From an optimization exercise on the open Yosys and OpenROAD flow, aimed at small area and a short achievable clock period; shortcuts taken in it are not production practice. In this exercise RTL edits were held to simulation tests only and were not proved equivalent to the original. Power figures rest on the tool's default switching activity, not on a simulated workload.

06-23:
## frame_detect
module frame_detect (
    input  wire         clk,
    input  wire         rst,           
    input  wire         in_valid,
    input  wire [15:0]  in_mag,
    output reg          msg_valid,
    output reg          msg_long,
    output wire [111:0] msg_data
);
==> module frame_detect, before the edit <==
module frame_detect (
    input  wire         clk,
    input  wire         rst,           
    input  wire         in_valid,
    input  wire [15:0]  in_mag,
    output reg          msg_valid,
    output reg          msg_long,
    output wire [111:0] msg_data
);
    reg         rst_q;           
    reg         ev;              
    reg  [15:0] x;               
    always @(posedge clk) begin
        rst_q <= rst;
        ev    <= in_valid & ~rst;
        x     <= in_mag;
    end
    reg [15:0] w1, w2, w3, w4, w5, w6, w7, w8, w9, w10, w11;
    always @(posedge clk) begin
        if (ev) begin
            w1 <= x;  w2 <= w1; w3 <= w2; w4 <= w3; w5 <= w4;
            w6 <= w5; w7 <= w6; w8 <= w7; w9 <= w8; w10 <= w9;
            w11 <= w10;
        end
    end
    wire g1 = w1 > x;            
    wire g2 = w2 > x;
    wire g3 = w3 > x;
    wire g4 = w4 > x;
    wire g5 = w5 > x;
    wire g6 = w6 > x;
    wire l1 = w1 < x;            
    reg q1, q2, q3, q4, q5;
    always @(posedge clk) begin
        if (ev) begin
            q1 <= g1;
            q2 <= q1 & g2;
            q3 <= q2 & g3;
            q4 <= q3 & g4;
            q5 <= q4 & g5;
        end
    end
    reg  [17:0] part_q;
    reg  [15:0] mean_q;
    reg  [17:0] mean3_q;
    reg         mean_nz;
    wire [17:0] peak_sum = part_q + x;
    always @(posedge clk)
        if (ev) begin
            part_q  <= w8 + w6 + w1;
            mean_q  <= peak_sum[17:2];
            mean3_q <= 3 * mean_q;
            mean_nz <= mean_q != 16'd0;
        end
    wire quiet = mean_nz &&
                 ({2'b00, w11} < mean3_q) && ({2'b00, w9} < mean3_q) &&
                 ({2'b00, w4}  < mean3_q) && ({2'b00, w2} < mean3_q);
    reg        seen;             
    reg [14:1] pv;
    wire       verdict = pv[14] & q5 & g6;      
    always @(posedge clk) begin
        if (rst_q) begin
            seen <= 1'b0;
            pv   <= 14'd0;
        end else if (ev) begin
            seen   <= 1'b1;
            pv[1]  <= seen & g1;                 
            pv[2]  <= pv[1] & l1;                
            pv[3]  <= pv[2];
            pv[4]  <= pv[3];
            pv[5]  <= pv[4];
            pv[6]  <= pv[5] & q3 & g4;           
            pv[7]  <= pv[6] & l1;                
            pv[8]  <= pv[7] & g1;                
            pv[9]  <= pv[8] & l1;                
            pv[10] <= pv[9];
            pv[11] <= pv[10] & quiet;            
            pv[12] <= pv[11];
            pv[13] <= pv[12];
            pv[14] <= pv[13];
        end
    end
    reg        act;              
    reg        cur_long;
    reg  [7:0] fc;
    reg        pend;
    reg  [6:0] pc;
    reg [55:0] p, q;
    reg        stg;              
    reg        e_skip_end;       
    reg        e_pres_long;      
    reg        e_pres_short;     
    reg        e_lo;             
    reg        e_hi;             
    reg        e_to_p;           
    reg        e_to_q;           
    reg        e_move;           
    wire       cont   = act & ~e_skip_end;
    wire       act_n  = cont | (~act & verdict);
    wire       long_n = (act & (fc == 8'd1)) ? g1 : cur_long;
    wire       pend_n = (pend & ~e_pres_short) | (e_skip_end & ~cur_long);
    wire       stg_n  = (stg & ~e_move) | (act & (fc == 8'd1) & pend);
    wire       lo_n   = cont & ~fc[0] & (fc <= 8'd110);
    wire       hi_n   = cont & ~fc[0] & (fc >= 8'd112) & (fc <= 8'd222) & long_n;
    always @(posedge clk) begin
        if (rst_q) begin
            act          <= 1'b0;
            pend         <= 1'b0;
            stg          <= 1'b0;
            e_skip_end   <= 1'b0;
            e_pres_long  <= 1'b0;
            e_pres_short <= 1'b0;
            e_lo         <= 1'b0;
            e_hi         <= 1'b0;
            e_to_p       <= 1'b0;
            e_to_q       <= 1'b0;
            e_move       <= 1'b0;
        end else if (ev) begin
            act      <= act_n;
            cur_long <= long_n;
            pend     <= pend_n;
            stg      <= stg_n;
            fc       <= act ? fc + 8'd1 : 8'd0;
            pc       <= pend ? pc + 7'd1 : 7'd0;
            e_skip_end   <= cont & (fc == (long_n ? 8'd237 : 8'd125));
            e_pres_long  <= cont & long_n & (fc == 8'd222);
            e_pres_short <= pend_n & pend & (pc == 7'd95);
            e_lo         <= lo_n;
            e_hi         <= hi_n;
            e_to_p       <= lo_n & ~(pend_n | stg_n);
            e_to_q       <= (lo_n & (pend_n | stg_n)) | hi_n;
            e_move       <= stg_n & ~pend_n & ~lo_n & ~hi_n;
        end
    end
    always @(posedge clk) begin
        if (ev) begin
            if (e_to_p)
                p <= {p[54:0], g1};
            else if (e_move)
                p <= q;
            if (e_to_q)
                q <= {q[54:0], g1};
        end
    end
    reg [3:0] lng;
    always @(posedge clk) begin
        msg_valid <= ev & ~rst & (e_pres_long | e_pres_short);
        if (ev & (e_pres_long | e_pres_short))
            msg_long <= e_pres_long;
        lng[0] <= e_pres_long;
        lng[1] <= e_pres_long & ev;
        lng[2] <= e_pres_long & ~e_pres_short;
        lng[3] <= e_pres_long & ~rst;
    end
    assign msg_data = {p, q & {{14{lng[3]}}, {14{lng[2]}}, {14{lng[1]}}, {14{lng[0]}}}};
endmodule
export LEC_CHECK = 0
export ABC_AREA = 1
export CAP_MARGIN = 20
export CORE_MARGIN = 2
export CORE_UTILIZATION = 40
export CTS_BUF_LIST = sky130_fd_sc_hd__clkbuf_16
export CTS_CLUSTER_DIAMETER = 80
export CTS_CLUSTER_SIZE = 30
export SLEW_MARGIN = 20
create_clock -name core_clock -period 10.0 [get_ports {clk}]
standard.sh (not shown) runs the stock make flow with config.mk's settings and CLKGATE_MAP_FILE= SYNTH_SCRIPT=/design/flow/synth_recipe.tcl, a recipe that flattens the netlist after the stock synthesis.
==> flow/flow/run.sh <==
#!/bin/bash
set -euo pipefail
export BUFFER_PORTS_ARGS="-buffer_cell sky130_fd_sc_hd__buf_2"
export SETUP_SLACK_MARGIN=6.6
bash standard.sh > flow.log 2>&1
Here is what was changed in the inputs of 03-05 compared with 06-23.
--- a/flow/design.v
+++ b/flow/design.v
@@ -7,31 +7,49 @@
     output reg          msg_long,
     output wire [111:0] msg_data
 );
     reg         rst_q;           
     reg         ev;              
+    reg         ev_w;            
     reg  [15:0] x;               
     always @(posedge clk) begin
         rst_q <= rst;
         ev    <= in_valid & ~rst;
+        ev_w  <= in_valid;
         x     <= in_mag;
     end
-    reg [15:0] w1, w2, w3, w4, w5, w6, w7, w8, w9, w10, w11;
+    reg [15:0] w1, w2, w3, w4, w5, w6, w7, w8, w9, w10;
     always @(posedge clk) begin
-        if (ev) begin
+        if (ev_w) begin
             w1 <= x;  w2 <= w1; w3 <= w2; w4 <= w3; w5 <= w4;
             w6 <= w5; w7 <= w6; w8 <= w7; w9 <= w8; w10 <= w9;
-            w11 <= w10;
         end
     end
-    wire g1 = w1 > x;            
-    wire g2 = w2 > x;
-    wire g3 = w3 > x;
-    wire g4 = w4 > x;
-    wire g5 = w5 > x;
-    wire g6 = w6 > x;
-    wire l1 = w1 < x;            
+    function gt;
+        input [17:0] a, b;
+        reg   [31:0] g, e;   
+        integer i, st;
+        begin
+            g = 32'd0;
+            e = 32'hffffffff;
+            g[17:0] = a & ~b;
+            e[17:0] = a | ~b;
+            for (st = 1; st < 32; st = st * 2)
+                for (i = 0; i < 32; i = i + 2 * st) begin
+                    g[i] = g[i + st] | (e[i + st] & g[i]);
+                    e[i] = e[i + st] & e[i];
+                end
+            gt = g[0];
+        end
+    endfunction
+    wire g1 = gt({2'b00, w1}, {2'b00, x});   
+    wire g2 = gt({2'b00, w2}, {2'b00, x});
+    wire g3 = gt({2'b00, w3}, {2'b00, x});
+    wire g4 = gt({2'b00, w4}, {2'b00, x});
+    wire g5 = gt({2'b00, w5}, {2'b00, x});
+    wire g6 = gt({2'b00, w6}, {2'b00, x});
+    wire l1 = gt({2'b00, x}, {2'b00, w1});   
     reg q1, q2, q3, q4, q5;
     always @(posedge clk) begin
         if (ev) begin
             q1 <= g1;
             q2 <= q1 & g2;
@@ -40,23 +58,20 @@
             q5 <= q4 & g5;
         end
     end
     reg  [17:0] part_q;
     reg  [15:0] mean_q;
-    reg  [17:0] mean3_q;
-    reg         mean_nz;
     wire [17:0] peak_sum = part_q + x;
+    wire [17:0] mean3    = 3 * mean_q;
     always @(posedge clk)
-        if (ev) begin
+        if (ev_w) begin
             part_q  <= w8 + w6 + w1;
             mean_q  <= peak_sum[17:2];
-            mean3_q <= 3 * mean_q;
-            mean_nz <= mean_q != 16'd0;
         end
-    wire quiet = mean_nz &&
-                 ({2'b00, w11} < mean3_q) && ({2'b00, w9} < mean3_q) &&
-                 ({2'b00, w4}  < mean3_q) && ({2'b00, w2} < mean3_q);
+    wire quiet = (mean_q != 16'd0) &&
+                 gt(mean3, {2'b00, w10}) && gt(mean3, {2'b00, w8}) &&
+                 gt(mean3, {2'b00, w3})  && gt(mean3, {2'b00, w1});
     reg        seen;             
     reg [14:1] pv;
     wire       verdict = pv[14] & q5 & g6;      
     always @(posedge clk) begin
         if (rst_q) begin
@@ -71,12 +86,12 @@
             pv[5]  <= pv[4];
             pv[6]  <= pv[5] & q3 & g4;           
             pv[7]  <= pv[6] & l1;                
             pv[8]  <= pv[7] & g1;                
             pv[9]  <= pv[8] & l1;                
-            pv[10] <= pv[9];
-            pv[11] <= pv[10] & quiet;            
+            pv[10] <= pv[9] & quiet;             
+            pv[11] <= pv[10];
             pv[12] <= pv[11];
             pv[13] <= pv[12];
             pv[14] <= pv[13];
         end
     end
03-05 vs 06-23: weighted congestion reported at the end of routability-driven placement down in 03-05
Sequential cell count (higher): 06-23
Re combinational cell fraction of total power: 03-05 and 06-23 aren't equal, and the lower value belongs to 06-23.
Area after detailed placement shrinks by a little under 10% when moving from 06-23 to 03-05.
Internal power summed over all cells went up by a little under 10% going from 06-23 to 03-05.
Diff 06-23 -> 03-05 | total non-filler cell area in the finished layout | decrease of about 9%
For cell depth of the worst hold path, 06-23 and 03-05 come out practically identical.
[03-05] power rose 1.0 mW relative to 06-23

afterwards: timing with drivers on the ports:
How much do the figures lean on ideal ports? The routed layouts below were timed once more, with nothing changed but the port constraints. Step 1, drivers: a clkbuf_16 drives clk and a buf_2 each remaining input, both assumed. Step 2 also shifts input and output timing later by t, the mid clock arrival at the registers, as if the neighbouring blocks saw the same clock. Slacks: ideal / step 1 / step 2; pairs: ideal / step 1.
| run | t (ns) | setup WS [ns] | worst setup path after step 2 | clock arrival spread, ns |
|---|---|---|---|---|
| 06-23 | 0.615 | 6.705 / 6.652 / 7.192 | register to register | 0.037 / 0.037 |
| 03-05 | 0.613 | 6.684 / 6.630 / 6.811 | register to register | 0.032 / 0.031 |
After both steps setup and hold are still met in every run listed.
